This is an optimization exercise on Yosys and OpenROAD, whose aim is small area, a short achievable clock period and few clock cycles per item, not a production implementation.
Where RTL was checked, it was by simulation tests only, not by an equivalence proof against the original.
The RTL of run 1 was laid out without a check of its function.
No activity file was given, so power comes from the tool's default toggle rates.

--- design/flow/flow/run.sh ---
#!/bin/bash
# The standard layout (the standard.sh: standard synthesis, floorplan,
# placement, CTS, routing) with two changes to how it is made:
#  * timing repair aims for 5.7 ns of setup slack at the design's 10 ns
#    clock (a 4.3 ns period, which is what the design can reach) instead of
#    only 0 ns;
#  * the buffers that the flow puts on every input and output port are
#    sky130_fd_sc_hd__buf_1 instead of the cell buffer_ports picks by itself
#    (clkdlybuf4s50_1); repair may resize them as for any other cell.
# Each tool's output is in standard_flow.log and in orfs/logs/.
set -euo pipefail
bash standard.sh SETUP_SLACK_MARGIN=5.7 "BUFFER_PORTS_ARGS=-buffer_cell sky130_fd_sc_hd__buf_1" finish > standard_flow.log 2>&1
--- design/flow/standard.sh ---
#!/bin/bash
# synth_recipe.tcl (not shown) runs the flow's synth.tcl, then flattens the netlist and writes it again
# the make line also repeats each setting of config.mk as NAME=value (left out here)
make -C /OpenROAD-flow-scripts/flow DESIGN_CONFIG=/design/flow/config.mk WORK_HOME=/design/flow/orfs CLKGATE_MAP_FILE= SYNTH_SCRIPT=/design/flow/synth_recipe.tcl "${@:-finish}"
--- design/flow/config.mk ---
export PLATFORM = sky130hd
export DESIGN_NAME = yce_block_conv
export DESIGN_NICKNAME = yce_block_conv
export VERILOG_FILES = /design/flow/design.v
export SDC_FILE = /design/flow/constraint.sdc
export NUM_CORES = 4
export LEC_CHECK = 0
export CAP_MARGIN = 20
export CORE_MARGIN = 2
export CORE_UTILIZATION = 60
export PLACE_DENSITY = 0.72
export SLEW_MARGIN = 20
export SYNTH_HIERARCHICAL = 1
--- design/flow/constraint.sdc ---
create_clock -name core_clock -period 10.0 [get_ports {clk}]
set_input_delay 2.0000 -clock core_clock [delete_from_list [all_inputs] [get_ports {clk}]]
set_output_delay 2.0000 -clock core_clock [all_outputs]
set_load 0.01 [all_outputs]
--- design/flow/design.v ---
module yce_fa (input wire a, input wire b, input wire c, output wire s, output wire co);
    assign s  = a ^ b ^ c;
    assign co = (a & b) | (a & c) | (b & c);
endmodule
module yce_ha (input wire a, input wire b, output wire s, output wire co);
    assign s  = a ^ b;
    assign co = a & b;
endmodule
module yce_block_conv (
    input  wire         clk,
    input  wire         rst,             
    input  wire         in_valid,
    output wire         in_ready,
    input  wire         in_fmt,          
    input  wire         in_chroma,       
    input  wire [511:0] in_data,
    output reg          out_valid,
    input  wire         out_ready,
    output reg          out_chroma,
    output reg  [127:0] out_y,
    output reg  [63:0]  out_u,
    output reg  [63:0]  out_v
);
    reg         s_valid;
    reg         s_chroma;
    reg [383:0] s_px;                    
    reg         not_full;
    wire out_en = !out_valid || out_ready;
    wire s_en   = not_full || out_ready;       
    assign in_ready = s_en;
    wire [383:0] in_px;
    genvar n;
    generate
        for (n = 0; n < 16; n = n + 1) begin : g_in
            assign in_px[24*n +: 24] = in_fmt ? in_data[32*n +: 24] : in_data[24*n +: 24];
        end
    endgenerate
    wire s_valid_n   = s_en ? in_valid : s_valid;
    wire out_valid_n = out_en ? s_valid : out_valid;
    always @(posedge clk) begin
        if (rst) begin
            s_valid  <= 1'b0;
            not_full <= 1'b1;
        end else begin
            s_valid  <= s_valid_n;
            not_full <= !(s_valid_n && out_valid_n);
        end
        if (s_en) begin
            s_chroma <= in_chroma;
            s_px     <= in_px;
        end
    end
    wire [127:0] y_bytes;
    wire [63:0]  u_bytes;
    wire [63:0]  v_bytes;
    generate
        for (n = 0; n < 16; n = n + 1) begin : g_px
            wire [7:0] pb = s_px[24*n +: 8];
            wire [7:0] pg = s_px[24*n + 8 +: 8];
            wire [7:0] pr = s_px[24*n + 16 +: 8];
            wire [7:0] yb;
            wire y_s1, y_c2;
            yce_fa u_y_s1 (.a(pr[1]), .b(pr[6]), .c(pg[0]), .s(y_s1), .co(y_c2));
            wire y_s3, y_c4;
            yce_ha u_y_s3 (.a(pr[3]), .b(pg[4]), .s(y_s3), .co(y_c4));
            wire y_s5, y_c6;
            yce_fa u_y_s5 (.a(pr[4]), .b(pg[5]), .c(pb[1]), .s(y_s5), .co(y_c6));
            wire y_s7, y_c8;
            yce_fa u_y_s7 (.a(pr[0]), .b(pr[5]), .c(pg[6]), .s(y_s7), .co(y_c8));
            wire y_s9, y_c10;
            yce_ha u_y_s9 (.a(pb[2]), .b(pb[3]), .s(y_s9), .co(y_c10));
            wire y_s11, y_c12;
            yce_fa u_y_s11 (.a(pg[7]), .b(pb[3]), .c(pb[4]), .s(y_s11), .co(y_c12));
            wire y_s13, y_c14;
            yce_fa u_y_s13 (.a(pb[7]), .b(y_s1), .c(1'b1), .s(y_s13), .co(y_c14));
            wire y_s15, y_c16;
            yce_fa u_y_s15 (.a(pr[2]), .b(pr[7]), .c(pg[1]), .s(y_s15), .co(y_c16));
            wire y_s17, y_c18;
            yce_fa u_y_s17 (.a(pb[4]), .b(pb[5]), .c(y_c2), .s(y_s17), .co(y_c18));
            wire y_s19, y_c20;
            yce_fa u_y_s19 (.a(pr[3]), .b(pg[2]), .c(pb[5]), .s(y_s19), .co(y_c20));
            wire y_s21, y_c22;
            yce_ha u_y_s21 (.a(pr[4]), .b(pg[3]), .s(y_s21), .co(y_c22));
            wire y_s23, y_c24;
            yce_ha u_y_s23 (.a(pr[2]), .b(pg[3]), .s(y_s23), .co(y_c24));
            wire y_s25, y_c26;
            yce_fa u_y_s25 (.a(pb[0]), .b(pb[1]), .c(pb[4]), .s(y_s25), .co(y_c26));
            wire y_s27, y_c28;
            yce_fa u_y_s27 (.a(pb[2]), .b(pb[5]), .c(y_c4), .s(y_s27), .co(y_c28));
            wire y_s29, y_c30;
            yce_fa u_y_s29 (.a(pb[6]), .b(y_s9), .c(y_c6), .s(y_s29), .co(y_c30));
            wire y_s31, y_c32;
            yce_fa u_y_s31 (.a(y_c10), .b(y_c8), .c(y_s11), .s(y_s31), .co(y_c32));
            wire y_s33, y_c34;
            yce_fa u_y_s33 (.a(y_c12), .b(y_s15), .c(y_s17), .s(y_s33), .co(y_c34));
            wire y_s35, y_c36;
            yce_fa u_y_s35 (.a(pb[6]), .b(y_c16), .c(y_s19), .s(y_s35), .co(y_c36));
            wire y_s37, y_c38;
            yce_fa u_y_s37 (.a(pb[6]), .b(pb[7]), .c(y_s21), .s(y_s37), .co(y_c38));
            wire y_s39, y_c40;
            yce_fa u_y_s39 (.a(pr[5]), .b(pg[4]), .c(pb[7]), .s(y_s39), .co(y_c40));
            wire y_s41 = ~pr[6];
            wire y_s42, y_c43;
            yce_ha u_y_s42 (.a(pr[0]), .b(pg[1]), .s(y_s42), .co(y_c43));
            wire y_s44, y_c45;
            yce_fa u_y_s44 (.a(pr[1]), .b(pg[2]), .c(pb[2]), .s(y_s44), .co(y_c45));
            wire y_s46, y_c47;
            yce_fa u_y_s46 (.a(pb[0]), .b(pb[3]), .c(y_s23), .s(y_s46), .co(y_c47));
            wire y_s48, y_c49;
            yce_fa u_y_s48 (.a(y_c24), .b(y_s3), .c(y_s25), .s(y_s48), .co(y_c49));
            wire y_s50, y_c51;
            yce_fa u_y_s50 (.a(y_c26), .b(y_s5), .c(y_s27), .s(y_s50), .co(y_c51));
            wire y_s52, y_c53;
            yce_fa u_y_s52 (.a(y_s7), .b(y_c28), .c(y_s29), .s(y_s52), .co(y_c53));
            wire y_s54, y_c55;
            yce_fa u_y_s54 (.a(y_c30), .b(y_s13), .c(y_s31), .s(y_s54), .co(y_c55));
            wire y_s56, y_c57;
            yce_fa u_y_s56 (.a(y_c14), .b(y_c32), .c(y_s33), .s(y_s56), .co(y_c57));
            wire y_s58, y_c59;
            yce_fa u_y_s58 (.a(y_c18), .b(y_s35), .c(y_c34), .s(y_s58), .co(y_c59));
            wire y_s60, y_c61;
            yce_fa u_y_s60 (.a(y_c20), .b(y_s37), .c(y_c36), .s(y_s60), .co(y_c61));
            wire y_s62, y_c63;
            yce_fa u_y_s62 (.a(y_c22), .b(y_s39), .c(y_c38), .s(y_s62), .co(y_c63));
            wire y_s64, y_c65;
            yce_fa u_y_s64 (.a(pg[5]), .b(y_s41), .c(y_c40), .s(y_s64), .co(y_c65));
            wire y_s66, y_c67;
            yce_fa u_y_s66 (.a(pr[7]), .b(pg[6]), .c(pr[6]), .s(y_s66), .co(y_c67));
            wire y_r68 = pg[0] & pb[0];
            wire y_r69 = (pb[1] & y_s42) | (pb[1] & y_r68) | (y_s42 & y_r68);
            wire y_r70 = (y_s44 & y_c43) | (y_s44 & y_r69) | (y_c43 & y_r69);
            wire y_r71 = (y_s46 & y_c45) | (y_s46 & y_r70) | (y_c45 & y_r70);
            wire y_r72 = (y_s48 & y_c47) | (y_s48 & y_r71) | (y_c47 & y_r71);
            wire y_r73 = (y_s50 & y_c49) | (y_s50 & y_r72) | (y_c49 & y_r72);
            wire y_r74 = (y_s52 & y_c51) | (y_s52 & y_r73) | (y_c51 & y_r73);
            wire y_r75 = (y_s54 & y_c53) | (y_s54 & y_r74) | (y_c53 & y_r74);
            wire y_s76, y_c77;
            yce_ha u_y_s76 (.a(y_s56), .b(y_c55), .s(y_s76), .co(y_c77));
            wire y_s78, y_c79;
            yce_ha u_y_s78 (.a(y_s58), .b(y_c57), .s(y_s78), .co(y_c79));
            wire y_s80, y_c81;
            yce_ha u_y_s80 (.a(y_s60), .b(y_c59), .s(y_s80), .co(y_c81));
            wire y_s82, y_c83;
            yce_ha u_y_s82 (.a(y_s62), .b(y_c61), .s(y_s82), .co(y_c83));
            wire y_s84, y_c85;
            yce_ha u_y_s84 (.a(y_s64), .b(y_c63), .s(y_s84), .co(y_c85));
            wire y_s86, y_c87;
            yce_ha u_y_s86 (.a(y_s66), .b(y_c65), .s(y_s86), .co(y_c87));
            wire y_s88, y_c89;
            yce_ha u_y_s88 (.a(pg[7]), .b(y_c67), .s(y_s88), .co(y_c89));
            wire y_g90 = y_c77 | (y_s76 & y_r75);
            wire y_g91 = y_c79 | (y_s78 & y_c77);
            wire y_q92 = y_s78 & y_s76;
            wire y_g93 = y_g91 | (y_q92 & y_r75);
            wire y_g94 = y_c81 | (y_s80 & y_g91);
            wire y_q95 = y_s80 & y_q92;
            wire y_g96 = y_g94 | (y_q95 & y_r75);
            wire y_g97 = y_c83 | (y_s82 & y_c81);
            wire y_q98 = y_s82 & y_s80;
            wire y_g99 = y_g97 | (y_q98 & y_g91);
            wire y_q100 = y_q98 & y_q92;
            wire y_g101 = y_g99 | (y_q100 & y_r75);
            wire y_g102 = y_c85 | (y_s84 & y_g99);
            wire y_q103 = y_s84 & y_q100;
            wire y_g104 = y_g102 | (y_q103 & y_r75);
            wire y_g105 = y_c87 | (y_s86 & y_c85);
            wire y_q106 = y_s86 & y_s84;
            wire y_g107 = y_g105 | (y_q106 & y_g99);
            wire y_q108 = y_q106 & y_q100;
            wire y_g109 = y_g107 | (y_q108 & y_r75);
            wire y_g110 = y_c89 | (y_s88 & y_g105);
            wire y_q111 = y_s88 & y_q106;
            wire y_g112 = y_g110 | (y_q111 & y_g99);
            wire y_q113 = y_q111 & y_q100;
            wire y_g114 = y_g112 | (y_q113 & y_r75);
            wire y_o115 = y_s76 ^ y_r75;
            wire y_o116 = y_s78 ^ y_g90;
            wire y_o117 = y_s80 ^ y_g93;
            wire y_o118 = y_s82 ^ y_g96;
            wire y_o119 = y_s84 ^ y_g101;
            wire y_o120 = y_s86 ^ y_g104;
            wire y_o121 = y_s88 ^ y_g109;
            wire y_o122 = 1'b0 ^ y_g114;
            assign yb = {y_o122, y_o121, y_o120, y_o119, y_o118, y_o117, y_o116, y_o115};
            assign y_bytes[8*n +: 8] = yb;
            if (n % 2 == 0) begin : g_c
                wire [7:0] ub, vb;
                wire u_s1, u_c2;
                yce_ha u_u_s1 (.a(~pr[5]), .b(~pr[4]), .s(u_s1), .co(u_c2));
                wire u_s3, u_c4;
                yce_fa u_u_s3 (.a(~pr[6]), .b(~pr[5]), .c(~pr[2]), .s(u_s3), .co(u_c4));
                wire u_s5, u_c6;
                yce_ha u_u_s5 (.a(~pg[6]), .b(~pg[4]), .s(u_s5), .co(u_c6));
                wire u_s7, u_c8;
                yce_fa u_u_s7 (.a(~pr[7]), .b(~pr[6]), .c(~pr[3]), .s(u_s7), .co(u_c8));
                wire u_s9, u_c10;
                yce_fa u_u_s9 (.a(~pg[7]), .b(~pg[5]), .c(~pg[2]), .s(u_s9), .co(u_c10));
                wire u_s11 = pb[4];
                wire u_s12, u_c13;
                yce_fa u_u_s12 (.a(~pr[7]), .b(~pr[4]), .c(~pg[6]), .s(u_s12), .co(u_c13));
                wire u_s14, u_c15;
                yce_ha u_u_s14 (.a(~pg[3]), .b(~pb[5]), .s(u_s14), .co(u_c15));
                wire u_s16, u_c17;
                yce_ha u_u_s16 (.a(~pr[5]), .b(~pg[7]), .s(u_s16), .co(u_c17));
                wire u_s18, u_c19;
                yce_ha u_u_s18 (.a(~pr[3]), .b(~pr[2]), .s(u_s18), .co(u_c19));
                wire u_s20, u_c21;
                yce_fa u_u_s20 (.a(~pr[4]), .b(~pr[3]), .c(~pr[0]), .s(u_s20), .co(u_c21));
                wire u_s22, u_c23;
                yce_ha u_u_s22 (.a(~pg[4]), .b(~pg[2]), .s(u_s22), .co(u_c23));
                wire u_s24, u_c25;
                yce_fa u_u_s24 (.a(~pr[1]), .b(~pg[5]), .c(~pg[3]), .s(u_s24), .co(u_c25));
                wire u_s26, u_c27;
                yce_fa u_u_s26 (.a(~pg[0]), .b(~pb[2]), .c(u_s1), .s(u_s26), .co(u_c27));
                wire u_s28, u_c29;
                yce_fa u_u_s28 (.a(~pg[1]), .b(~pb[3]), .c(pb[0]), .s(u_s28), .co(u_c29));
                wire u_s30, u_c31;
                yce_fa u_u_s30 (.a(u_c2), .b(u_s5), .c(u_s3), .s(u_s30), .co(u_c31));
                wire u_s32, u_c33;
                yce_fa u_u_s32 (.a(pb[1]), .b(u_s11), .c(u_c6), .s(u_s32), .co(u_c33));
                wire u_s34, u_c35;
                yce_fa u_u_s34 (.a(u_c4), .b(u_s7), .c(u_s9), .s(u_s34), .co(u_c35));
                wire u_s36, u_c37;
                yce_fa u_u_s36 (.a(pb[2]), .b(~pb[4]), .c(u_s14), .s(u_s36), .co(u_c37));
                wire u_s38, u_c39;
                yce_fa u_u_s38 (.a(u_c8), .b(u_c10), .c(u_s12), .s(u_s38), .co(u_c39));
                wire u_s40, u_c41;
                yce_fa u_u_s40 (.a(~pg[4]), .b(~pb[6]), .c(pb[3]), .s(u_s40), .co(u_c41));
                wire u_s42, u_c43;
                yce_fa u_u_s42 (.a(u_c15), .b(u_s16), .c(u_c13), .s(u_s42), .co(u_c43));
                wire u_s44, u_c45;
                yce_fa u_u_s44 (.a(~pr[6]), .b(~pg[5]), .c(~pb[7]), .s(u_s44), .co(u_c45));
                wire u_s46, u_c47;
                yce_ha u_u_s46 (.a(pb[4]), .b(u_c17), .s(u_s46), .co(u_c47));
                wire u_s48, u_c49;
                yce_ha u_u_s48 (.a(~pr[7]), .b(~pg[6]), .s(u_s48), .co(u_c49));
                wire u_s50, u_c51;
                yce_ha u_u_s50 (.a(~pr[2]), .b(~pr[1]), .s(u_s50), .co(u_c51));
                wire u_s52, u_c53;
                yce_fa u_u_s52 (.a(~pg[3]), .b(~pg[1]), .c(~pb[0]), .s(u_s52), .co(u_c53));
                wire u_s54, u_c55;
                yce_fa u_u_s54 (.a(~pb[1]), .b(u_c19), .c(u_s22), .s(u_s54), .co(u_c55));
                wire u_s56, u_c57;
                yce_fa u_u_s56 (.a(u_c23), .b(u_c21), .c(u_s24), .s(u_s56), .co(u_c57));
                wire u_s58, u_c59;
                yce_fa u_u_s58 (.a(u_c25), .b(u_s28), .c(u_c27), .s(u_s58), .co(u_c59));
                wire u_s60, u_c61;
                yce_fa u_u_s60 (.a(u_c29), .b(u_s32), .c(u_c31), .s(u_s60), .co(u_c61));
                wire u_s62, u_c63;
                yce_fa u_u_s62 (.a(u_c33), .b(u_s36), .c(u_c35), .s(u_s62), .co(u_c63));
                wire u_s64, u_c65;
                yce_fa u_u_s64 (.a(u_s40), .b(u_c37), .c(u_s42), .s(u_s64), .co(u_c65));
                wire u_s66, u_c67;
                yce_fa u_u_s66 (.a(u_c41), .b(u_s44), .c(u_s46), .s(u_s66), .co(u_c67));
                wire u_s68, u_c69;
                yce_fa u_u_s68 (.a(pb[5]), .b(u_s48), .c(u_c45), .s(u_s68), .co(u_c69));
                wire u_s70, u_c71;
                yce_ha u_u_s70 (.a(~pg[7]), .b(pb[6]), .s(u_s70), .co(u_c71));
                wire u_s72, u_c73;
                yce_ha u_u_s72 (.a(~pr[1]), .b(~pr[0]), .s(u_s72), .co(u_c73));
                wire u_s74, u_c75;
                yce_fa u_u_s74 (.a(~pg[2]), .b(~pg[0]), .c(u_s50), .s(u_s74), .co(u_c75));
                wire u_s76, u_c77;
                yce_fa u_u_s76 (.a(u_c51), .b(u_s18), .c(u_s52), .s(u_s76), .co(u_c77));
                wire u_s78, u_c79;
                yce_fa u_u_s78 (.a(u_c53), .b(u_s20), .c(u_s54), .s(u_s78), .co(u_c79));
                wire u_s80, u_c81;
                yce_fa u_u_s80 (.a(u_c55), .b(u_s26), .c(u_s56), .s(u_s80), .co(u_c81));
                wire u_s82, u_c83;
                yce_fa u_u_s82 (.a(u_c57), .b(u_s30), .c(u_s58), .s(u_s82), .co(u_c83));
                wire u_s84, u_c85;
                yce_fa u_u_s84 (.a(u_s34), .b(u_c59), .c(u_s60), .s(u_s84), .co(u_c85));
                wire u_s86, u_c87;
                yce_fa u_u_s86 (.a(u_s38), .b(u_c61), .c(u_s62), .s(u_s86), .co(u_c87));
                wire u_s88, u_c89;
                yce_fa u_u_s88 (.a(u_c39), .b(u_c63), .c(u_s64), .s(u_s88), .co(u_c89));
                wire u_s90, u_c91;
                yce_fa u_u_s90 (.a(u_c43), .b(u_s66), .c(u_c65), .s(u_s90), .co(u_c91));
                wire u_s92, u_c93;
                yce_fa u_u_s92 (.a(u_c47), .b(u_s68), .c(u_c67), .s(u_s92), .co(u_c93));
                wire u_s94, u_c95;
                yce_fa u_u_s94 (.a(u_c49), .b(u_s70), .c(u_c69), .s(u_s94), .co(u_c95));
                wire u_s96, u_c97;
                yce_ha u_u_s96 (.a(pb[7]), .b(u_c71), .s(u_s96), .co(u_c97));
                wire u_s98, u_c99;
                yce_ha u_u_s98 (.a(~pr[0]), .b(~pg[0]), .s(u_s98), .co(u_c99));
                wire u_s100, u_c101;
                yce_ha u_u_s100 (.a(~pg[1]), .b(u_s72), .s(u_s100), .co(u_c101));
                wire u_s102, u_c103;
                yce_ha u_u_s102 (.a(u_s74), .b(u_c73), .s(u_s102), .co(u_c103));
                wire u_s104, u_c105;
                yce_ha u_u_s104 (.a(u_s76), .b(u_c75), .s(u_s104), .co(u_c105));
                wire u_s106, u_c107;
                yce_ha u_u_s106 (.a(u_s78), .b(u_c77), .s(u_s106), .co(u_c107));
                wire u_s108, u_c109;
                yce_ha u_u_s108 (.a(u_s80), .b(u_c79), .s(u_s108), .co(u_c109));
                wire u_s110, u_c111;
                yce_ha u_u_s110 (.a(u_s82), .b(u_c81), .s(u_s110), .co(u_c111));
                wire u_s112, u_c113;
                yce_ha u_u_s112 (.a(u_s84), .b(u_c83), .s(u_s112), .co(u_c113));
                wire u_s114, u_c115;
                yce_ha u_u_s114 (.a(u_s86), .b(u_c85), .s(u_s114), .co(u_c115));
                wire u_s116, u_c117;
                yce_ha u_u_s116 (.a(u_s88), .b(u_c87), .s(u_s116), .co(u_c117));
                wire u_s118, u_c119;
                yce_ha u_u_s118 (.a(u_s90), .b(u_c89), .s(u_s118), .co(u_c119));
                wire u_s120, u_c121;
                yce_ha u_u_s120 (.a(u_s92), .b(u_c91), .s(u_s120), .co(u_c121));
                wire u_s122, u_c123;
                yce_ha u_u_s122 (.a(u_s94), .b(u_c93), .s(u_s122), .co(u_c123));
                wire u_s124, u_c125;
                yce_ha u_u_s124 (.a(u_s96), .b(u_c95), .s(u_s124), .co(u_c125));
                wire u_g126 = u_c111 | (u_s110 & u_c109);
                wire u_q127 = u_s110 & u_s108;
                wire u_g128 = u_c107 | (u_s106 & u_c105);
                wire u_q129 = u_s106 & u_s104;
                wire u_g130 = u_g126 | (u_q127 & u_g128);
                wire u_q131 = u_q127 & u_q129;
                wire u_g132 = u_c103 | (u_s102 & u_c101);
                wire u_q133 = u_s102 & u_s100;
                wire u_g134 = u_g132 | (u_q133 & u_c99);
                wire u_g135 = u_g130 | (u_q131 & u_g134);
                wire u_g136 = u_c113 | (u_s112 & u_g135);
                wire u_g137 = u_c115 | (u_s114 & u_c113);
                wire u_q138 = u_s114 & u_s112;
                wire u_g139 = u_g137 | (u_q138 & u_g135);
                wire u_g140 = u_c117 | (u_s116 & u_g137);
                wire u_q141 = u_s116 & u_q138;
                wire u_g142 = u_g140 | (u_q141 & u_g135);
                wire u_g143 = u_c119 | (u_s118 & u_c117);
                wire u_q144 = u_s118 & u_s116;
                wire u_g145 = u_g143 | (u_q144 & u_g137);
                wire u_q146 = u_q144 & u_q138;
                wire u_g147 = u_g145 | (u_q146 & u_g135);
                wire u_g148 = u_c121 | (u_s120 & u_g145);
                wire u_q149 = u_s120 & u_q146;
                wire u_g150 = u_g148 | (u_q149 & u_g135);
                wire u_g151 = u_c123 | (u_s122 & u_c121);
                wire u_q152 = u_s122 & u_s120;
                wire u_g153 = u_g151 | (u_q152 & u_g145);
                wire u_q154 = u_q152 & u_q146;
                wire u_g155 = u_g153 | (u_q154 & u_g135);
                wire u_g156 = u_c125 | (u_s124 & u_g151);
                wire u_q157 = u_s124 & u_q152;
                wire u_g158 = u_g156 | (u_q157 & u_g145);
                wire u_q159 = u_q157 & u_q146;
                wire u_g160 = u_g158 | (u_q159 & u_g135);
                wire u_o161 = u_s112 ^ u_g135;
                wire u_o162 = u_s114 ^ u_g136;
                wire u_o163 = u_s116 ^ u_g139;
                wire u_o164 = u_s118 ^ u_g142;
                wire u_o165 = u_s120 ^ u_g147;
                wire u_o166 = u_s122 ^ u_g150;
                wire u_o167 = u_s124 ^ u_g155;
                wire u_o168 = u_c97 ^ u_g160;
                assign ub = {u_o168, u_o167, u_o166, u_o165, u_o164, u_o163, u_o162, u_o161};
                wire v_s1, v_c2;
                yce_ha u_v_s1 (.a(pr[3]), .b(~pr[0]), .s(v_s1), .co(v_c2));
                wire v_s3, v_c4;
                yce_fa u_v_s3 (.a(pr[4]), .b(~pr[1]), .c(~pg[7]), .s(v_s3), .co(v_c4));
                wire v_s5 = ~pr[5];
                wire v_s6 = ~pr[6];
                wire v_s7 = ~pr[7];
                wire v_s8, v_c9;
                yce_ha u_v_s8 (.a(pr[1]), .b(~pg[4]), .s(v_s8), .co(v_c9));
                wire v_s10, v_c11;
                yce_fa u_v_s10 (.a(pr[2]), .b(~pg[5]), .c(pg[1]), .s(v_s10), .co(v_c11));
                wire v_s12, v_c13;
                yce_ha u_v_s12 (.a(pg[0]), .b(pb[5]), .s(v_s12), .co(v_c13));
                wire v_s14, v_c15;
                yce_fa u_v_s14 (.a(~pg[6]), .b(pg[2]), .c(pg[1]), .s(v_s14), .co(v_c15));
                wire v_s16, v_c17;
                yce_fa u_v_s16 (.a(pb[6]), .b(pb[3]), .c(v_s1), .s(v_s16), .co(v_c17));
                wire v_s18, v_c19;
                yce_fa u_v_s18 (.a(pg[3]), .b(pg[2]), .c(pb[7]), .s(v_s18), .co(v_c19));
                wire v_s20, v_c21;
                yce_fa u_v_s20 (.a(pb[4]), .b(v_c2), .c(v_s3), .s(v_s20), .co(v_c21));
                wire v_s22, v_c23;
                yce_fa u_v_s22 (.a(~pr[2]), .b(pg[4]), .c(pg[3]), .s(v_s22), .co(v_c23));
                wire v_s24, v_c25;
                yce_fa u_v_s24 (.a(pb[5]), .b(v_s5), .c(v_c4), .s(v_s24), .co(v_c25));
                wire v_s26, v_c27;
                yce_fa u_v_s26 (.a(~pr[3]), .b(pg[5]), .c(pg[4]), .s(v_s26), .co(v_c27));
                wire v_s28, v_c29;
                yce_fa u_v_s28 (.a(pb[6]), .b(pr[5]), .c(v_s6), .s(v_s28), .co(v_c29));
                wire v_s30, v_c31;
                yce_fa u_v_s30 (.a(~pr[4]), .b(pg[6]), .c(pg[5]), .s(v_s30), .co(v_c31));
                wire v_s32, v_c33;
                yce_fa u_v_s32 (.a(pb[7]), .b(pr[6]), .c(v_s7), .s(v_s32), .co(v_c33));
                wire v_s34, v_c35;
                yce_fa u_v_s34 (.a(~pr[5]), .b(pg[7]), .c(pg[6]), .s(v_s34), .co(v_c35));
                wire v_s36 = ~pr[7];
                wire v_s37 = pr[6];
                wire v_s38, v_c39;
                yce_ha u_v_s38 (.a(pr[0]), .b(~pg[3]), .s(v_s38), .co(v_c39));
                wire v_s40, v_c41;
                yce_fa u_v_s40 (.a(pg[0]), .b(pb[4]), .c(pb[1]), .s(v_s40), .co(v_c41));
                wire v_s42, v_c43;
                yce_fa u_v_s42 (.a(pb[2]), .b(v_c9), .c(v_s12), .s(v_s42), .co(v_c43));
                wire v_s44, v_c45;
                yce_fa u_v_s44 (.a(v_c13), .b(v_c11), .c(v_s14), .s(v_s44), .co(v_c45));
                wire v_s46, v_c47;
                yce_fa u_v_s46 (.a(v_c15), .b(v_s18), .c(v_c17), .s(v_s46), .co(v_c47));
                wire v_s48, v_c49;
                yce_fa u_v_s48 (.a(v_c19), .b(v_s22), .c(v_s24), .s(v_s48), .co(v_c49));
                wire v_s50, v_c51;
                yce_fa u_v_s50 (.a(v_c23), .b(v_s26), .c(v_s28), .s(v_s50), .co(v_c51));
                wire v_s52, v_c53;
                yce_fa u_v_s52 (.a(v_c27), .b(v_c29), .c(v_s30), .s(v_s52), .co(v_c53));
                wire v_s54, v_c55;
                yce_fa u_v_s54 (.a(v_s36), .b(v_c31), .c(v_c33), .s(v_s54), .co(v_c55));
                wire v_s56, v_c57;
                yce_fa u_v_s56 (.a(pg[7]), .b(pr[7]), .c(v_s37), .s(v_s56), .co(v_c57));
                wire v_s58 = pr[7];
                wire v_s59, v_c60;
                yce_ha u_v_s59 (.a(pb[3]), .b(pb[0]), .s(v_s59), .co(v_c60));
                wire v_s61, v_c62;
                yce_fa u_v_s61 (.a(v_c39), .b(v_s8), .c(v_s40), .s(v_s61), .co(v_c62));
                wire v_s63, v_c64;
                yce_fa u_v_s63 (.a(v_c41), .b(v_s10), .c(v_s42), .s(v_s63), .co(v_c64));
                wire v_s65, v_c66;
                yce_fa u_v_s65 (.a(v_c43), .b(v_s16), .c(v_s44), .s(v_s65), .co(v_c66));
                wire v_s67, v_c68;
                yce_fa u_v_s67 (.a(v_c45), .b(v_s20), .c(v_s46), .s(v_s67), .co(v_c68));
                wire v_s69, v_c70;
                yce_fa u_v_s69 (.a(v_c21), .b(v_c47), .c(v_s48), .s(v_s69), .co(v_c70));
                wire v_s71, v_c72;
                yce_fa u_v_s71 (.a(v_c25), .b(v_s50), .c(v_c49), .s(v_s71), .co(v_c72));
                wire v_s73, v_c74;
                yce_fa u_v_s73 (.a(v_s32), .b(v_c51), .c(v_s52), .s(v_s73), .co(v_c74));
                wire v_s75, v_c76;
                yce_fa u_v_s75 (.a(v_s34), .b(v_c53), .c(v_s54), .s(v_s75), .co(v_c76));
                wire v_s77, v_c78;
                yce_fa u_v_s77 (.a(v_c35), .b(v_s56), .c(v_c55), .s(v_s77), .co(v_c78));
                wire v_s79, v_c80;
                yce_fa u_v_s79 (.a(~pr[6]), .b(v_s58), .c(v_c57), .s(v_s79), .co(v_c80));
                wire v_s81 = pr[7];
                wire v_r82 = ~pg[0] & pb[0];
                wire v_r83 = (~pg[1] & pb[1]) | (~pg[1] & v_r82) | (pb[1] & v_r82);
                wire v_r84 = (~pg[2] & pb[2]) | (~pg[2] & v_r83) | (pb[2] & v_r83);
                wire v_r85 = (v_s38 & v_s59) | (v_s38 & v_r84) | (v_s59 & v_r84);
                wire v_r86 = (v_s61 & v_c60) | (v_s61 & v_r85) | (v_c60 & v_r85);
                wire v_r87 = (v_s63 & v_c62) | (v_s63 & v_r86) | (v_c62 & v_r86);
                wire v_r88 = (v_s65 & v_c64) | (v_s65 & v_r87) | (v_c64 & v_r87);
                wire v_s89, v_c90;
                yce_ha u_v_s89 (.a(v_s67), .b(v_c66), .s(v_s89), .co(v_c90));
                wire v_s91, v_c92;
                yce_ha u_v_s91 (.a(v_s69), .b(v_c68), .s(v_s91), .co(v_c92));
                wire v_s93, v_c94;
                yce_ha u_v_s93 (.a(v_s71), .b(v_c70), .s(v_s93), .co(v_c94));
                wire v_s95, v_c96;
                yce_ha u_v_s95 (.a(v_s73), .b(v_c72), .s(v_s95), .co(v_c96));
                wire v_s97, v_c98;
                yce_ha u_v_s97 (.a(v_s75), .b(v_c74), .s(v_s97), .co(v_c98));
                wire v_s99, v_c100;
                yce_ha u_v_s99 (.a(v_s77), .b(v_c76), .s(v_s99), .co(v_c100));
                wire v_s101, v_c102;
                yce_ha u_v_s101 (.a(v_s79), .b(v_c78), .s(v_s101), .co(v_c102));
                wire v_p103 = v_s81 ^ v_c80;
                wire v_g104 = v_c90 | (v_s89 & v_r88);
                wire v_g105 = v_c92 | (v_s91 & v_c90);
                wire v_q106 = v_s91 & v_s89;
                wire v_g107 = v_g105 | (v_q106 & v_r88);
                wire v_g108 = v_c94 | (v_s93 & v_g105);
                wire v_q109 = v_s93 & v_q106;
                wire v_g110 = v_g108 | (v_q109 & v_r88);
                wire v_g111 = v_c96 | (v_s95 & v_c94);
                wire v_q112 = v_s95 & v_s93;
                wire v_g113 = v_g111 | (v_q112 & v_g105);
                wire v_q114 = v_q112 & v_q106;
                wire v_g115 = v_g113 | (v_q114 & v_r88);
                wire v_g116 = v_c98 | (v_s97 & v_g113);
                wire v_q117 = v_s97 & v_q114;
                wire v_g118 = v_g116 | (v_q117 & v_r88);
                wire v_g119 = v_c100 | (v_s99 & v_c98);
                wire v_q120 = v_s99 & v_s97;
                wire v_g121 = v_g119 | (v_q120 & v_g113);
                wire v_q122 = v_q120 & v_q114;
                wire v_g123 = v_g121 | (v_q122 & v_r88);
                wire v_g124 = v_c102 | (v_s101 & v_g119);
                wire v_q125 = v_s101 & v_q120;
                wire v_g126 = v_g124 | (v_q125 & v_g113);
                wire v_q127 = v_q125 & v_q114;
                wire v_g128 = v_g126 | (v_q127 & v_r88);
                wire v_o129 = v_s89 ^ v_r88;
                wire v_o130 = v_s91 ^ v_g104;
                wire v_o131 = v_s93 ^ v_g107;
                wire v_o132 = v_s95 ^ v_g110;
                wire v_o133 = v_s97 ^ v_g115;
                wire v_o134 = v_s99 ^ v_g118;
                wire v_o135 = v_s101 ^ v_g123;
                wire v_o136 = v_p103 ^ v_g128;
                assign vb = ~{v_o136, v_o135, v_o134, v_o133, v_o132, v_o131, v_o130, v_o129};
                assign u_bytes[8*(n/2) +: 8] = ub;
                assign v_bytes[8*(n/2) +: 8] = vb;
            end
        end
    endgenerate
    always @(posedge clk) begin
        if (rst) begin
            out_valid <= 1'b0;
        end else if (out_en) begin
            out_valid <= s_valid;
        end
        if (out_en) begin
            out_chroma <= s_chroma;
            out_y      <= y_bytes;
            out_u      <= s_chroma ? u_bytes : 64'd0;
            out_v      <= s_chroma ? v_bytes : 64'd0;
        end
    end
endmodule
==> PnR_summary.wiki, run 1 <==
{| class="wikitable"
! Metric !! Value
|-
| Pwr Density || about 300 mW/mm^2
|-
| Share of flip-flops with an asynchronous set or reset after synthesis || 0%
|-
| Startpoint of the lowest-slack register-to-register path || s_px[167]
|-
| Aggregate negative setup slack || 0 ps
|-
| Vias in the first global route || around 42000
|-
| Number of design rule violations left after detail routing || 0
|-
| GRT Overall Usage || 33.4%
|-
| Insertion delay of the later-clocked pin in the worst-skew pair || 680 ps
|-
| Post-Route Skew || 29.5 ps
|-
| Crit start category || input port
|-
| Detail Route met2 WL || about 80000 microns
|-
| Maximum number of pins on one net before global-route repair || between 150 and 200
|-
| Total Routed Length || 172000 microns
|-
| Count of standard-cell rows || around 120
|-
| H-Tree Depth || 3
|-
| Pins over their slew limit || 0
|-
| Worst-case headroom to the max-slew limit || between 20% and 30%
|-
| Post-Synthesis Cells || roughly 4300
|-
| Total I/O pin count || between 700 and 800
|-
| Class of the tightest hold or removal check || reg2reg
|-
| Worst reg2reg endpoint || out_u[31]
|-
| Die height || between 300 and 400 microns
|-
| Wire length the detailed router placed on met1 || 65000 microns
|-
| Share of total power consumed by net switching || ~44%
|-
| Netlist Area Pre-Place || a little over 0.06 sq mm
|-
| Flip-flop and latch count after synthesis || approximately 650
|-
| Path type of the worst setup path || in2out
|-
| Setup violations, final || 0
|-
| Final routed wire length divided by cell count || 25.8 microns
|-
| Gp weighted congestion || 0.965
|-
| Clock network fraction of total power || 13.8%
|-
| Final Hold Viols || 0
|-
| Register area share after synthesis || between 30 and 40%
|-
| WL met3 || roughly 16000 microns
|-
| Die footprint || 0.103 sq mm
|-
| Run status || timing/DRC/antenna clean
|-
| Clock transition time at the flip-flop clock pins of the worst setup and hold paths || roughly 60 ps
|-
| Dominant register cell in the synthesized netlist || sky130_fd_sc_hd__edfxtp_1
|-
| CP arrival || approximately 2600 ps
|-
| Distinct cell type count of the synthesized netlist || 71
|-
| Unrepaired setup endpoints after global routing || yes
|-
| Leftover overflow at the end of global routing || 0
|-
| CP Data Required Time || around 8000 ps
|-
| Cell-internal power || approximately 12 mW
|-
| Length of the first detailed-routing pass in iterations || 6
|-
| EDFF count, synth || 642
|-
| Switching power || about 9.3 mW
|-
| Cell depth of the worst min-delay path || 2
|-
| FF-to-FF setup slack || roughly 5700 ps
|-
| Worst Path Max Fanout || 3
|-
| Initial detailed-routing violation count || 3256
|-
| Hold Path End || s_valid
|-
| Core box area || approximately 0.1 sq mm
|-
| Total via count after detailed routing || 40700
|-
| Wire length of the first global-routing pass || between 200000 and 300000 microns
|-
| Antenna violation net count after detailed routing || 0
|-
| Gate power share || between 60% and 70%
|-
| Clock sink count || 645
|-
| Dpl hpwl || between 100000 and 150000 microns
|-
| Kind of end point of the critical path || primary output
|-
| Cells on worst reg2reg path || 11
|-
| Overall power of the completed layout || 21.5 mW
|-
| F_max || about 0.22 GHz
|-
| Input/output buffers || roughly 740
|-
| Slew at the pin with the worst max-slew slack || 1060 ps
|-
| Antenna violations before repair || 18
|-
| Fraction of layout cells with a size suffix above 1 || 19.4%
|-
| Count of hold-fix buffers inserted at cts || 0
|-
| Yosys warns || 7
|-
| Clock Root Buffer || sky130_fd_sc_hd__clkbuf_16
|-
| Max_cap viols || 0
|-
| Die Wd || 321 microns
|-
| Avg Synthesized Cell Area || ~14 sq um
|-
| Leak Pwr || ~28 nW
|-
| Top routing layer in use || met5
|-
| Starting density of the core || about three fifths
|-
| TritonCTS clock tree || yes
|-
| Fraction of power consumed by sequential logic || 21.9%
|-
| Clock buffer count from CTS || between 70 and 80
|-
| Maximum number of buffers from clock root to sink || 3
|-
| Area growth syn-to-layout || 16.4%
|-
| Layout Nets || between 7000 and 8000
|-
| Number of vias per cell || approximately 6.1
|-
| Peak supply drop || between 0.2 and 0.3 mV
|-
| Min Clock Period, post-route || between 4000 and 5000 ps
|-
| Launch point of the worst hold path || s_valid
|-
| Final period utilization || a little under half
|}
==> power by group through the flow <==
stage               clock network [mW]  logic [mW]  registers, mW
global route                      3.10        15.3           4.75
floorplan                            0        9.11           4.85
CTS                               3.01        13.0           4.72
global placement                     0        12.2           4.79
detailed placement                   0        12.5           4.79
finish                            2.96        13.8           4.70
==> layout make-up <==
class                   instances  area [sq um]
clock buffers                  87          1990
repair inverters                1          5.00
multi-input cells            3356         40900
flip-flops and latches        645         19300
well taps                    1298          1620
clock inverters                55           656
repair buffers               1001          4830
fillers                      6962         29600
inverters                     222           916
diodes                          8          20.0
==> critical path: stages <==
cell                         delay [ps]
sky130_fd_sc_hd__buf_8              100
sky130_fd_sc_hd__nor2_4             110
sky130_fd_sc_hd__clkinvlp_4         170
sky130_fd_sc_hd__buf_8              190
==> cells in the mapped netlist (21+ instances only) <==
master                      number  share of area [%]
sky130_fd_sc_hd__o31ai_1        22               0.27
sky130_fd_sc_hd__o21ai_0        98               0.81
sky130_fd_sc_hd__fa_1          992                 33
sky130_fd_sc_hd__nand2_1       161                1.0
sky130_fd_sc_hd__xnor2_1        58               0.84
sky130_fd_sc_hd__mux2_2        360                6.7
sky130_fd_sc_hd__nand3_1        54               0.45
sky130_fd_sc_hd__a2111oi_0      22               0.32
sky130_fd_sc_hd__nor2_1        194                1.2
sky130_fd_sc_hd__nor3_1         46               0.38
sky130_fd_sc_hd__a31oi_1        34               0.35
sky130_fd_sc_hd__or2_2          21               0.22
sky130_fd_sc_hd__a21o_1         38               0.47
sky130_fd_sc_hd__and3_1         29               0.30
sky130_fd_sc_hd__inv_1         222                1.4
sky130_fd_sc_hd__xor2_1         73                1.1
sky130_fd_sc_hd__a21oi_1       121                1.0
sky130_fd_sc_hd__nor4_1         21               0.22
sky130_fd_sc_hd__maj3_1         28               0.46
sky130_fd_sc_hd__a211oi_1       41               0.51
sky130_fd_sc_hd__edfxtp_1      642                 32
sky130_fd_sc_hd__clkbuf_1       56               0.35
sky130_fd_sc_hd__ha_1          528                 11
sky130_fd_sc_hd__nand2b_1       39               0.40
sky130_fd_sc_hd__or3_1          36               0.37
==> stage by stage <==
| stage | util [%] | setup WS (ps) | cell area, sq um | cells | hold WS (ps) |
|---|---|---|---|---|---|
| after floorplan | - | 1680 | 60400 | 4279 | 424 |
| after global placement | 64.9 | 4340 | 64800 | 6278 | 475 |
| after detailed placement | 64.9 | 4310 | 64800 | 6278 | 486 |
| after CTS | 68.4 | 5400 | 68300 | 6497 | 510 |
| after global routing | 70.3 | 5420 | 70200 | 6668 | 552 |
| final | 70.3 | 5420 | 70200 | 6673 | 529 |
==> worst max-delay path by stage <==
| stage | from | end | slack (ps) |
|---|---|---|---|
| finish | out_ready | in_ready | 5420 |
| global route | out_ready | in_ready | 5420 |
| CTS | out_ready | in_ready | 5400 |
| detailed placement | out_ready | s_px[176] | 4310 |
| global placement | out_ready | s_px[169] | 4340 |
| floorplan | out_ready | in_ready | 1680 |
==> state kept, by name (all words and copies together) (netlist names), 64 cells and up <==
| name | cells |
|---|---|
| out_u | 64 |
| out_v | 64 |
| out_y | 128 |
| s_px | 384 |
==> metal layers <==
| metal | up-vias | global-route usage (%) |
|---|---|---|
| met5 | - | 0 |
| met4 | 16 | 15.5 |
| met2 | 1892 | 53.1 |
| met3 | 387 | 8.88 |
| met1 | 20769 | 43.3 |
| li1 | 17636 | - |
==> Yosys stat by module (local to each module, per instance) <==
module / area [sq um] / cells inside / times used
yce_block_conv: 34300 / 2776 / 1
yce_fa: 20.0 / 1 / 992
yce_ha: 12.5 / 1 / 496
==> repair_timing <==
action,CTS,global route
setup buffers,76,168
cloned,1,0
resized for setup,100,156
endpoints found under the setup margin,195,220
pin swaps,22,61
==> cells in the final DEF (no fill, tap or decap), drive strengths merged, types with 15 or more instances in the layout <==
| master | instances |
|---|---|
| clkbuf | 88 |
| conb | 16 |
| and2 | 22 |
| clkinv | 29 |
| o21bai | 17 |
| ha | 528 |
| a2111oi | 36 |
| nor2 | 194 |
| fa | 992 |
| xnor2 | 58 |
| a211o | 21 |
| nor4 | 21 |
| nor3 | 52 |
| xor2 | 73 |
| and3 | 29 |
| nand2 | 161 |
| o31ai | 22 |
| or3 | 55 |
| maj3 | 31 |
| nand2b | 39 |
| a211oi | 41 |
| a31o | 18 |
| o21a | 18 |
| a21oi | 121 |
| a21o | 38 |
| nand3 | 54 |
| o31a | 18 |
| edfxtp | 642 |
| o2111ai | 15 |
| o211ai | 19 |
| buf | 1000 |
| o21ai | 98 |
| or2 | 21 |
| clkinvlp | 24 |
| a22o | 18 |
| inv | 214 |
| mux2 | 360 |
| a31oi | 41 |
==> kinds of logic (layout without fill, tap and decap cells) <==
kind of cell	Yosys count	count (layout)	synth area share [%]
adder cells (fa/ha/maj)	1551	1551	44.4
other	1	24	0.00621
multiplexers	369	369	6.87
buffers and inverters	278	1366	1.73
XOR/XNOR	131	131	1.90
AND/OR/NAND/NOR	682	682	5.62
AO/OA/AOI/OAI	607	607	7.47
flip-flops	645	645	32.0
==> run 2: changes to the inputs <==
--- a/design/flow/design.v
+++ b/design/flow/design.v
@@ -28,4 +28,4 @@
     wire out_en = !out_valid || out_ready;
-    wire s_en   = not_full || out_ready;       
-    assign in_ready = s_en;
+    wire s_en   = !s_valid || out_en;
+    assign in_ready = not_full || out_ready;   
     wire [383:0] in_px;
==> design/flow/flow/run.sh (replaced) <==
#!/bin/bash
# The standard layout (the standard.sh: standard synthesis, floorplan,
# placement, CTS, routing) with two changes to how it is made:
#  * timing repair aims for 5.6 ns of setup slack at the design's 10 ns
#    clock (a 4.4 ns period, which is what the design can reach) instead of
#    only 0 ns;
#  * the buffers that the flow puts on every input and output port are
#    sky130_fd_sc_hd__buf_1 instead of the cell buffer_ports picks by itself
#    (clkdlybuf4s50_1); repair may resize them as for any other cell.
# Each tool's output is in standard_flow.log and in orfs/logs/.
set -euo pipefail
bash standard.sh SETUP_SLACK_MARGIN=5.6 "BUFFER_PORTS_ARGS=-buffer_cell sky130_fd_sc_hd__buf_1" finish > standard_flow.log 2>&1
==> PnR_summary.wiki, run 2 <==
{| class="wikitable"
! Metric !! Value
|-
| Run status || timing/DRC/antenna clean
|-
| Max_cap viols || 0
|-
| Leftover overflow at the end of global routing || 0
|-
| Flip-flop and latch count after synthesis || ~650
|-
| Final core utilization || between 60% and 70%
|-
| Avg Synthesized Cell Area || 14.2 sq um
|-
| Most used standard cell by instance count after synthesis || sky130_fd_sc_hd__fa_1
|-
| Final Hold Viols || 0
|-
| Dpl hpwl || around 130000 microns
|-
| Leak Pwr || 27.7 nW
|-
| Length of the first detailed-routing pass in iterations || 5
|-
| Starting density of the core || between 60% and 70%
|-
| Clock buffer count from CTS || 76
|-
| Unrepaired setup endpoints after global routing || yes
|-
| CP arrival || ~4800 ps
|-
| Gp weighted congestion || roughly 0.95
|-
| Initial detailed-routing violation count || between 2000 and 3000
|-
| Dominant register cell in the synthesized netlist || sky130_fd_sc_hd__edfxtp_1
|-
| Yosys warns || 7
|-
| Number of design rule violations left after detail routing || 0
|-
| Clock transition time at the flip-flop clock pins of the worst setup and hold paths || around 60 ps
|-
| Post-Synthesis Cells || between 4000 and 5000
|-
| GRT Overall Usage || 33.0%
|-
| Path type of the worst setup path || reg2reg
|-
| Area growth syn-to-layout || 14.6%
|-
| Total I/O pin count || 777
|-
| Maximum number of buffers from clock root to sink || 3
|-
| Count of standard-cell rows || ~120
|-
| Family of cells with the greatest summed delay on the critical path || adder cells
|-
| Most frequent cells after synthesis || sky130_fd_sc_hd__fa_1 (992), sky130_fd_sc_hd__edfxtp_1 (642), sky130_fd_sc_hd__ha_1 (528)
|-
| H-Tree Depth || 3
|-
| Total via count after detailed routing || between 40000 and 50000
|-
| EDFF count, synth || 642
|-
| Pwr Density || between 200 and 300 mW/mm^2
|-
| Kind of end point of the critical path || flip-flop
|-
| Antenna violation net count after detailed routing || 0
|-
| Maximum number of pins on one net before global-route repair || between 150 and 200
|-
| Slowest library cell on the worst path || sky130_fd_sc_hd__fa_1
|-
| Final period utilization || ~44%
|-
| Min Clock Period, post-route || ~4400 ps
|-
| Total Routed Length || approximately 170000 microns
|-
| Peak supply drop || 0.217 mV
|-
| Class of the tightest hold or removal check || reg2reg
|-
| Pins over their slew limit || 0
|-
| F_max || between 0.2 and 0.25 GHz
|-
| Final routed wire length divided by cell count || around 25 microns
|-
| Share of flip-flops with an asynchronous set or reset after synthesis || 0%
|-
| Die height || 321 microns
|-
| Wire length of the first global-routing pass || 250000 microns
|-
| Cell repeated most along the worst path || sky130_fd_sc_hd__fa_1
|-
| Worst Path Max Fanout || 4
|-
| Register ranked first by flip-flop count || s_px
|-
| Leading cell type in the layout, fill and taps excluded || sky130_fd_sc_hd__fa_1
|-
| Worst slack at placement || around 5300 ps
|-
| CP Data Required Time || about 10000 ps
|-
| Synth top area share || 32.9%
|-
| Die footprint || around 0.10 sq mm
|-
| Number of buffer and inverter stages on the critical path || 2
|-
| Cell breakdown of the critical path || clkinvlp_4, buf_6, fa_1, fa_1, fa_1, fa_1, ha_2, or3_1, o31a_1, a211oi_2, xor2_1, nor2_1
|-
| Most used cells in the layout excluding fill and tap cells || sky130_fd_sc_hd__fa_1 (982), sky130_fd_sc_hd__buf_1 (741), sky130_fd_sc_hd__edfxtp_1 (642), sky130_fd_sc_hd__ha_1 (525), sky130_fd_sc_hd__mux2_2 (360)
|-
| Distinct cell type count of the synthesized netlist || 71
|-
| Number of vias per cell || between 6 and 7
|-
| Slew at the pin with the worst max-slew slack || approximately 1100 ps
|-
| Crit start category || flip-flop
|-
| Leading area contributor after synthesis || sky130_fd_sc_hd__fa_1
|-
| Worst-case headroom to the max-slew limit || 28.9%
|-
| Aggregate negative setup slack || 0 ps
|-
| Count of hold-fix buffers inserted at cts || 0
|-
| Die Wd || about 320 microns
|-
| Vias in the first global route || slightly above 40000
|-
| Overall power of the completed layout || a little over 20 mW
|-
| Fraction of layout cells with a size suffix above 1 || 17.2%
|-
| Clock sink count || between 600 and 700
|-
| Post-Route Skew || between 40 and 50 ps
|-
| Insertion delay of the later-clocked pin in the worst-skew pair || approximately 690 ps
|-
| Core box area || roughly 0.1 sq mm
|-
| Regs by FF count || s_px (384), out_y (128)
|-
| Leading post-synthesis cells by cell area || sky130_fd_sc_hd__fa_1 (33%), sky130_fd_sc_hd__edfxtp_1 (32%), sky130_fd_sc_hd__ha_1 (11%)
|-
| Final Worst Setup Slack || about 5600 ps
|-
| CP max stage delay || just over 500 ps
|-
| Clock Root Buffer || sky130_fd_sc_hd__clkbuf_16
|-
| Input/output buffers || around 740
|-
| Netlist Area Pre-Place || approximately 0.060 sq mm
|-
| Number of flip-flops under the largest register name || about 380
|-
| Setup violations, final || 0
|-
| Layout Nets || 7288
|-
| Antenna violations before repair || 14
|-
| Register area share after synthesis || 32.0%
|-
| TritonCTS clock tree || yes
|}
==> run 2: cell types whose count changed in the layout (fill, tap and decap cells not counted), moves of 6 or more <==
cell / previous run / this run
sky130_fd_sc_hd__a2111oi_4: 10 / 2
sky130_fd_sc_hd__o2111ai_1: 7 / 15
sky130_fd_sc_hd__fa_2: 16 / 10
sky130_fd_sc_hd__o2111ai_2: 8 / 0
sky130_fd_sc_hd__inv_1: 148 / 168
sky130_fd_sc_hd__ha_4: 8 / 1
sky130_fd_sc_hd__buf_4: 246 / 203
sky130_fd_sc_hd__inv_2: 49 / 34
sky130_fd_sc_hd__fa_1: 976 / 982
sky130_fd_sc_hd__ha_1: 513 / 525
==> run 2: logic make-up (layout without fill, tap and decap cells) <==
| logic type | Yosys count | in the layout | synth area share, % |
|---|---|---|---|
| xor gates and xnor gates | 131 | 131 | 1.90 |
| adders and majority gates | 1551 | 1551 | 44.4 |
| DFF | 645 | 645 | 32.0 |
| buffers and inverters | 277 | 1313 | 1.72 |
| muxes | 369 | 369 | 6.87 |
| and+or+nand+nor | 682 | 682 | 5.62 |
| AOI/OAI and AO/OA | 607 | 607 | 7.47 |
| other | 1 | 23 | 0.00621 |
==> run 2: per-module statistics from Yosys, one instance, submodules excluded <==
| module | flip-flops and latches | copies in the design | cells inside | cell area [sq um] |
|---|---|---|---|---|
| yce_block_conv | 645 | 1 | 2775 | 34300 |
| yce_fa | 0 | 992 | 1 | 20.0 |
| yce_ha | 0 | 496 | 1 | 12.5 |
==> run 2: worst paths after layout <==
path	startpoint	to	slack (ps)	depth (start not counted)
worst min-delay path	s_valid	not_full	590	1
worst max register to register	s_px[23]	out_u[7]	5550	12
worst min register to register	s_valid	not_full	590	1
worst max-delay path	s_px[23]	out_u[7]	5550	12
==> run 2: where the power goes <==
part           internal (mW)  total, mW  leakage [nW]  switching [mW]
clock                   1.63       2.85          1.22            1.22
sequential              4.16       4.63          6.89           0.475
combinational           5.67       12.7          19.6            7.05
==> run 2: cell type report <==
class | instances | area (sq um)
Multi-Input combinational cell | 3356 | 40400
Fill cell | 7076 | 30700
Sequential cell | 645 | 19300
Timing Repair Buffer | 950 | 4390
Clock buffer | 90 | 1950
Tap cell | 1298 | 1620
Inverter | 221 | 896
Clock inverter | 52 | 561
Antenna cell | 7 | 17.5
==> run 2: per-stage QoR <==
stage               cells  instance area, sq um  hold WS [ps]
floorplan            4278                 60400           424
detailed placement   6278                 64800           583
global route         6615                 69200           633
CTS                  6477                 67800           592
finish               6619                 69200           591
global placement     6278                 64800           575
==> run 2: per-layer routing <==
layer  part of all wire (%)  up-vias  global-route usage, %
li1                       -    17536                      -
met1                     39    20446                   43.6
met2                     47     1734                   52.5
met3                    9.0      365                   8.37
met4                    4.8        8                   13.7
met5                  0.029        -                      0
==> run 2: timing repair <==
action / 4_1_cts / 5_1_grt
setup endpoints to repair: 70 / 120
pin swaps: 1 / 23
setup buffers: 57 / 135
gates resized for setup: 38 / 109
Testbench counts of run 2, summed over its fixed seeds: cycles 6,008, items 6,000.
==> run 3: changes to the inputs <==
==> design/flow/flow/run.sh (replaced) <==
#!/bin/bash
# The standard layout (the standard.sh: standard synthesis, floorplan,
# placement, CTS, routing) with two changes to how it is made:
#  * timing repair aims for 5.45 ns of setup slack at the design's 10 ns
#    clock (a 4.55 ns period, which is what the design can reach) instead of
#    only 0 ns;
#  * the buffers that the flow puts on every input and output port are
#    sky130_fd_sc_hd__buf_1 instead of the cell buffer_ports picks by itself
#    (clkdlybuf4s50_1); repair may resize them as for any other cell.
# Each tool's output is in standard_flow.log and in orfs/logs/.
set -euo pipefail
bash standard.sh SETUP_SLACK_MARGIN=5.45 "BUFFER_PORTS_ARGS=-buffer_cell sky130_fd_sc_hd__buf_1" finish > standard_flow.log 2>&1
--- a/design/flow/config.mk
+++ b/design/flow/config.mk
@@ -13 +13,2 @@
 export SYNTH_HIERARCHICAL = 1
+export TNS_END_PERCENT = 10
==> PnR_summary.wiki, run 3 <==
{| class="wikitable"
! Metric !! Value
|-
| Run status || timing/DRC/antenna clean
|-
| Avg Synthesized Cell Area || 14.2 sq um
|-
| Kind of end point of the critical path || flip-flop
|-
| Total I/O pin count || 777
|-
| Core box area || approximately 0.1 sq mm
|-
| Die height || about 320 microns
|-
| Share of flip-flops with an asynchronous set or reset after synthesis || 0%
|-
| Unrepaired setup endpoints after global routing || yes
|-
| Pins over their slew limit || 0
|-
| Die Wd || between 300 and 400 microns
|-
| Fraction of layout cells with a size suffix above 1 || 14.0%
|-
| Pwr Density || around 290 mW/mm^2
|-
| Max_cap viols || 0
|-
| Flip-flop and latch count after synthesis || ~650
|-
| Leading post-synthesis cells by cell area || sky130_fd_sc_hd__fa_1 (33%), sky130_fd_sc_hd__edfxtp_1 (32%), sky130_fd_sc_hd__ha_1 (11%)
|-
| Cell breakdown of the critical path || fa_1, fa_1, fa_1, fa_1, ha_1, nand2_1, a2111oi_1, o2111ai_1, nand2_1, nor4_1, o21bai_1
|-
| Cell repeated most along the worst path || sky130_fd_sc_hd__fa_1
|-
| Most frequent cells after synthesis || sky130_fd_sc_hd__fa_1 (992), sky130_fd_sc_hd__edfxtp_1 (642), sky130_fd_sc_hd__ha_1 (528)
|-
| Die footprint || roughly 0.10 sq mm
|-
| Antenna violation net count after detailed routing || 0
|-
| Worst Path Max Fanout || 4
|-
| Slew at the pin with the worst max-slew slack || around 1100 ps
|-
| Worst reg2reg endpoint || out_y[95]
|-
| Total Routed Length || 165000 microns
|-
| Launch point of the worst hold path || s_valid
|-
| Clock sink count || around 650
|-
| Number of flip-flops under the largest register name || approximately 380
|-
| Dominant register cell in the synthesized netlist || sky130_fd_sc_hd__edfxtp_1
|-
| Number of vias per cell || around 6.1
|-
| Cell depth of the worst min-delay path || 2
|-
| Antenna violations before repair || 12
|-
| Count of standard-cell rows || roughly 120
|-
| Min Clock Period, post-route || about 4500 ps
|-
| Most used standard cell by instance count after synthesis || sky130_fd_sc_hd__fa_1
|-
| Netlist Area Pre-Place || 0.0604 sq mm
|-
| Initial detailed-routing violation count || just under 3000
|-
| Starting density of the core || between 60% and 70%
|-
| Register area share after synthesis || between 30 and 40%
|-
| Setup violations, final || 0
|-
| Final Hold Viols || 0
|-
| Vias in the first global route || roughly 40000
|-
| Wire length of the first global-routing pass || about 250000 microns
|-
| GRT Overall Usage || 32.7%
|-
| Leading area contributor after synthesis || sky130_fd_sc_hd__fa_1
|-
| F_max || 0.220 GHz
|-
| Clock transition time at the flip-flop clock pins of the worst setup and hold paths || 60 ps
|-
| Aggregate negative setup slack || 0 ps
|-
| Final period utilization || a little under half
|-
| Synth top area share || 32.9%
|-
| Regs by FF count || s_px (384), out_y (128)
|-
| Distinct cell type count of the synthesized netlist || approximately 70
|-
| H-Tree Depth || 3
|-
| Length of the first detailed-routing pass in iterations || 5
|-
| Leading cell type in the layout, fill and taps excluded || sky130_fd_sc_hd__fa_1
|-
| Leak Pwr || approximately 27 nW
|-
| Area growth syn-to-layout || 12.9%
|-
| Cells on worst reg2reg path || 11
|-
| Maximum number of buffers from clock root to sink || 3
|-
| Final routed wire length divided by cell count || 25.3 microns
|-
| Hold Path End || out_valid
|-
| Startpoint of the lowest-slack register-to-register path || s_px[281]
|-
| Class of the tightest hold or removal check || reg2reg
|-
| Total via count after detailed routing || 39636
|-
| Crit start category || flip-flop
|-
| Leftover overflow at the end of global routing || 0
|-
| Register ranked first by flip-flop count || s_px
|-
| Path type of the worst setup path || reg2reg
|-
| Post-Route Skew || 41.3 ps
|-
| Insertion delay of the later-clocked pin in the worst-skew pair || 700 ps
|-
| CP Data Required Time || between 10000 and 15000 ps
|-
| Worst-case headroom to the max-slew limit || between 20% and 30%
|-
| Yosys warns || 7
|-
| Clock buffer count from CTS || 76
|-
| Maximum number of pins on one net before global-route repair || about 150
|-
| Clock Root Buffer || sky130_fd_sc_hd__clkbuf_16
|-
| Count of hold-fix buffers inserted at cts || 0
|-
| CP max stage delay || 610 ps
|-
| Most used cells in the layout excluding fill and tap cells || sky130_fd_sc_hd__fa_1 (992), sky130_fd_sc_hd__buf_1 (743), sky130_fd_sc_hd__edfxtp_1 (642), sky130_fd_sc_hd__ha_1 (528), sky130_fd_sc_hd__mux2_2 (360)
|-
| Input/output buffers || roughly 740
|-
| Post-Synthesis Cells || between 4000 and 5000
|-
| EDFF count, synth || around 640
|-
| Gp weighted congestion || about 0.95
|-
| Layout Nets || ~7000
|-
| FF-to-FF setup slack || about 5500 ps
|-
| TritonCTS clock tree || yes
|-
| Dpl hpwl || 134000 microns
|-
| Worst Hold Margin || 599 ps
|-
| CP arrival || around 5000 ps
|-
| Peak supply drop || 0.219 mV
|-
| Slowest library cell on the worst path || sky130_fd_sc_hd__a2111oi_1
|-
| Number of design rule violations left after detail routing || 0
|}
## run 3: cell counts after synthesis
Identical to the previous run, type by type.
## run 3: worst max-delay path by stage
| stage | from | end | slack (ps) | cells after the start |
|---|---|---|---|---|
| global route | s_px[118] | out_u[23] | 5300 | 12 |
| CTS | s_px[255] | out_v[46] | 5340 | 11 |
| floorplan | out_ready | out_chroma | 3570 | 2 |
| detailed placement | s_px[22] | out_u[7] | 5270 | 12 |
| global placement | s_px[214] | out_u[39] | 5380 | 12 |
| finish | s_px[281] | out_y[95] | 5460 | 11 |
## run 3: through the flow
step	area, sq um	utilization, %	power [mW]	setup slack (ps)	cells
after floorplan	60400	-	13.6	3570	4278
after global placement	64800	64.9	16.5	5380	6278
after detailed placement	64800	64.9	16.8	5270	6278
after CTS	67400	67.5	19.8	5340	6429
after global routing	68100	68.2	21.5	5300	6521
final	68100	68.2	19.8	5460	6528
## run 3: kinds of logic after synthesis
group / share of synthesized area (%)
AOI/OAI and AO/OA: 7.47
xor gates and xnor gates: 1.90
adders and majority gates: 44.4
buffers and inverters: 1.72
DFF: 32.0
muxes: 6.87
other: 0.00621
and+or+nand+nor: 5.62
## run 3: per-layer routing
metal  wire (microns)  share of wire, %  vias to the layer above  GRT usage [%]
met5               37             0.022                        -              0
met4             7600               4.6                        6           13.5
li1                 -                 -                    17363              -
met3            14400               8.7                      320           7.36
met1            65300                39                    20228           43.9
met2            78100                47                     1719           52.1
## run 3: cell type report
cell class              instances  area [sq um]
clock inverters                52           561
inverters                     221           873
clock buffers                  90          1950
flip-flops and latches        645         19300
diodes                          9          22.5
fillers                      7156         31700
multi-input cells            3356         40100
repair buffers                857          3670
well taps                    1298          1620
## run 3: report_power, final
group	switching, mW	internal (mW)	leakage, nW
registers	0.500	4.16	6.89
logic	6.82	5.46	19.1
clock network	1.23	1.63	1.22
total	8.55	11.2	27.2
## run 3: critical path, delay by kind of cell, from the launching register on
family                     cells  cell delay (ps)
DFF                            1              500
AOI/OAI and AO/OA              3             1310
and+or+nand+nor                3              250
adders and majority gates      5             2220
## run 3: per-module statistics from Yosys (local to each module, per instance)
module          area [sq um]  cells  flops+latches  copies in the design
yce_ha                  12.5      1              0                   496
yce_fa                  20.0      1              0                   992
yce_block_conv         34300   2775            645                     1
## run 3: repair_timing
item / CTS / global route
endpoints found under the hold margin: 0 / 0
resized for setup: 3 / 26
gates cloned: 0 / 0
endpoints found under the setup margin: 22 / 87
buffers inserted: 9 / 90
==> run 4: changes to the inputs <==
--- a/design/flow/config.mk
+++ b/design/flow/config.mk
@@ -7,2 +7,3 @@
 export LEC_CHECK = 0
+export ABC_AREA = 1
 export CAP_MARGIN = 20
@@ -13,2 +14 @@
 export SYNTH_HIERARCHICAL = 1
-export TNS_END_PERCENT = 10
==> PnR_summary.wiki, run 4 <==
{| class="wikitable"
! Metric !! Value
|-
| Mux cell area share after synthesis || under 10%
|-
| Cell depth of the worst min-delay path || 2
|-
| Area growth syn-to-layout || 11.2%
|-
| Synth top area share || roughly a third
|-
| Final period utilization || between 40% and 50%
|-
| H-Tree Depth || 3
|-
| Slew at the pin with the worst max-slew slack || about 1100 ps
|-
| Max_cap viols || 0
|-
| Register area share after synthesis || between 30% and 40%
|-
| Aggregate negative setup slack || 0 ps
|-
| Min Clock Period, post-route || approximately 4500 ps
|-
| Cells on worst reg2reg path || 13
|-
| Most used standard cell by instance count after synthesis || sky130_fd_sc_hd__fa_1
|-
| Detail Route met2 WL || around 86000 microns
|-
| Setup violations, final || 0
|-
| Number of design rule violations left after detail routing || 0
|-
| EDFF count, synth || around 640
|-
| Clock Root Buffer || sky130_fd_sc_hd__clkbuf_16
|-
| Number of placed instances with taps included || 7936
|-
| Clock transition time at the flip-flop clock pins of the worst setup and hold paths || ~50 ps
|-
| Non-filler instance count after layout || between 8000 and 9000
|-
| Largest family of logic cells by synthesized area || adder cells
|-
| Flip-flop and latch count after synthesis || between 600 and 700
|-
| Core box area || just over 0.1 sq mm
|-
| Family of cells with the greatest summed delay on the critical path || buffers and inverters
|-
| Path type of the worst setup path || in2out
|-
| Share of flip-flops with an asynchronous set or reset after synthesis || 0%
|-
| Worst slack at placement || about 5100 ps
|-
| Launch point of the worst hold path || s_valid
|-
| Number of vias per cell || 5.63
|-
| Xor and xnor area share after synthesis || 0.334%
|-
| Post-synthesis compound-gate area fraction || between 7 and 8%
|-
| CP arrival || between 2000 and 3000 ps
|-
| Wire length of the first global-routing pass || 276000 microns
|-
| Leak Pwr || 31.8 nW
|-
| Die footprint || ~0.11 sq mm
|-
| CP Data Required Time || approximately 8000 ps
|-
| Antenna violations before repair || 12
|-
| Leading cell type in the layout, fill and taps excluded || sky130_fd_sc_hd__fa_1
|-
| Clock sink count || about 650
|-
| Peak supply drop || between 0.15 and 0.2 mV
|-
| Run status || timing/DRC/antenna clean
|-
| CP max stage delay || between 200 and 300 ps
|-
| Vias in the first global route || roughly 47000
|-
| Cell Area, Placed || just under 0.07 sq mm
|-
| Leftover overflow at the end of global routing || 0
|-
| Hold Path End || out_valid
|-
| Wire length the detailed router placed on met1 || roughly 71000 microns
|-
| Most frequent cells after synthesis || sky130_fd_sc_hd__fa_1 (992), sky130_fd_sc_hd__nand2_1 (945), sky130_fd_sc_hd__inv_1 (901)
|}
## run 4: worst max path at each step
stage / slack (ps) / from / cells past startpoint / end
floorplan: 3850 / out_ready / 2 / s_chroma
global placement: 5110 / in_fmt / 4 / s_px[186]
detailed placement: 5090 / in_fmt / 4 / s_px[186]
CTS: 5490 / out_ready / 3 / in_ready
global route: 5440 / s_px[166] / 13 / out_u[31]
finish: 5490 / out_ready / 3 / in_ready
## run 4: kinds of logic (layout without fill, tap and decap cells)
group	count (synthesis)	count (layout)
AOI/OAI and AO/OA	800	800
other	1	19
buffers and inverters	1028	1870
xor gates and xnor gates	24	24
and+or+nand+nor	1788	1788
muxes	60	60
adders and majority gates	1520	1520
DFF	645	645
## run 4: power breakdown
part	leakage (nW)	switching (mW)	total, mW	internal [mW]
registers	6.91	0.596	4.70	4.11
clock network	1.17	1.16	2.74	1.58
logic	23.7	8.13	13.3	5.16
total	31.8	9.89	20.7	10.8
## run 4: what timing repair did
action | CTS | global route
setup endpoints to repair | 1 | 7
resized for setup | 5 | 6
hold buffers | 0 | 0
pin swaps | 0 | 0
buffers inserted | 0 | 31
## run 4: routing by layer
layer	global-route usage (%)	vias up
li1	-	20810
met1	46.1	22492
met2	55.7	1979
met3	7.30	373
met4	16.2	16
met5	0	-
## run 4: final cells by class
class / instances / area (sq um) / area share (%)
clock buffers: 94 / 2080 / 2.97
multi-input cells: 4208 / 39700 / 56.8
clock inverters: 42 / 332 / 0.474
well taps: 1380 / 1730 / 2.47
repair buffers: 793 / 3190 / 4.56
inverters: 941 / 3570 / 5.10
flip-flops and latches: 645 / 19300 / 27.7
diodes: 3 / 7.51 / 0.0107
## run 4: modules after synthesis, one instance, submodules excluded
| module | times used | cell area (sq um) | cells |
|---|---|---|---|
| yce_ha | 496 | 12.5 | 1 |
| yce_block_conv | 1 | 36800 | 4378 |
| yce_fa | 992 | 20.0 | 1 |
## run 4: tightest hold or removal path, delay by kind of cell (launching register included)
kind | cells | cell delay, ps
flops | 1 | 330
buf+inv | 1 | 80
compound gates | 1 | 60
## run 4: stage by stage
stage / hold slack, ps / power, mW / util [%]
2_1_floorplan: 421 / 14.4 / -
6_report: 518 / 20.7 / 67.4
4_1_cts: 524 / 20.7 / 67.1
5_1_grt: 548 / 22.8 / 67.4
3_5_place_dp: 515 / 17.8 / 64.8
3_3_place_gp: 496 / 17.5 / 64.8

## static timing again, ports no longer ideal
In the flow no input, the clock included, has a driving cell. The finished layouts below were timed again as built, in two steps. Step 1, drivers: a clkbuf_16 drives clk and a buf_2 each remaining input, both assumed. Step 2 times the ports against the registers' clock, not the clock port: input delays grow and output delays shrink by t, the midpoint of the rising clock arrivals with the driver on. a / b / c = no drivers / after step 1 / after step 2; a / b = the first two.
run | shift t [ns] | setup slack, ns
run 1 | 0.735 | 5.416 / 5.374 / 5.078
run 2 | 0.748 | 5.552 / 5.526 / 5.526
run 3 | 0.751 | 5.459 / 5.447 / 5.447
run 4 | 0.720 | 5.490 / 5.468 / 5.037
After both steps every run listed still meets setup and hold.
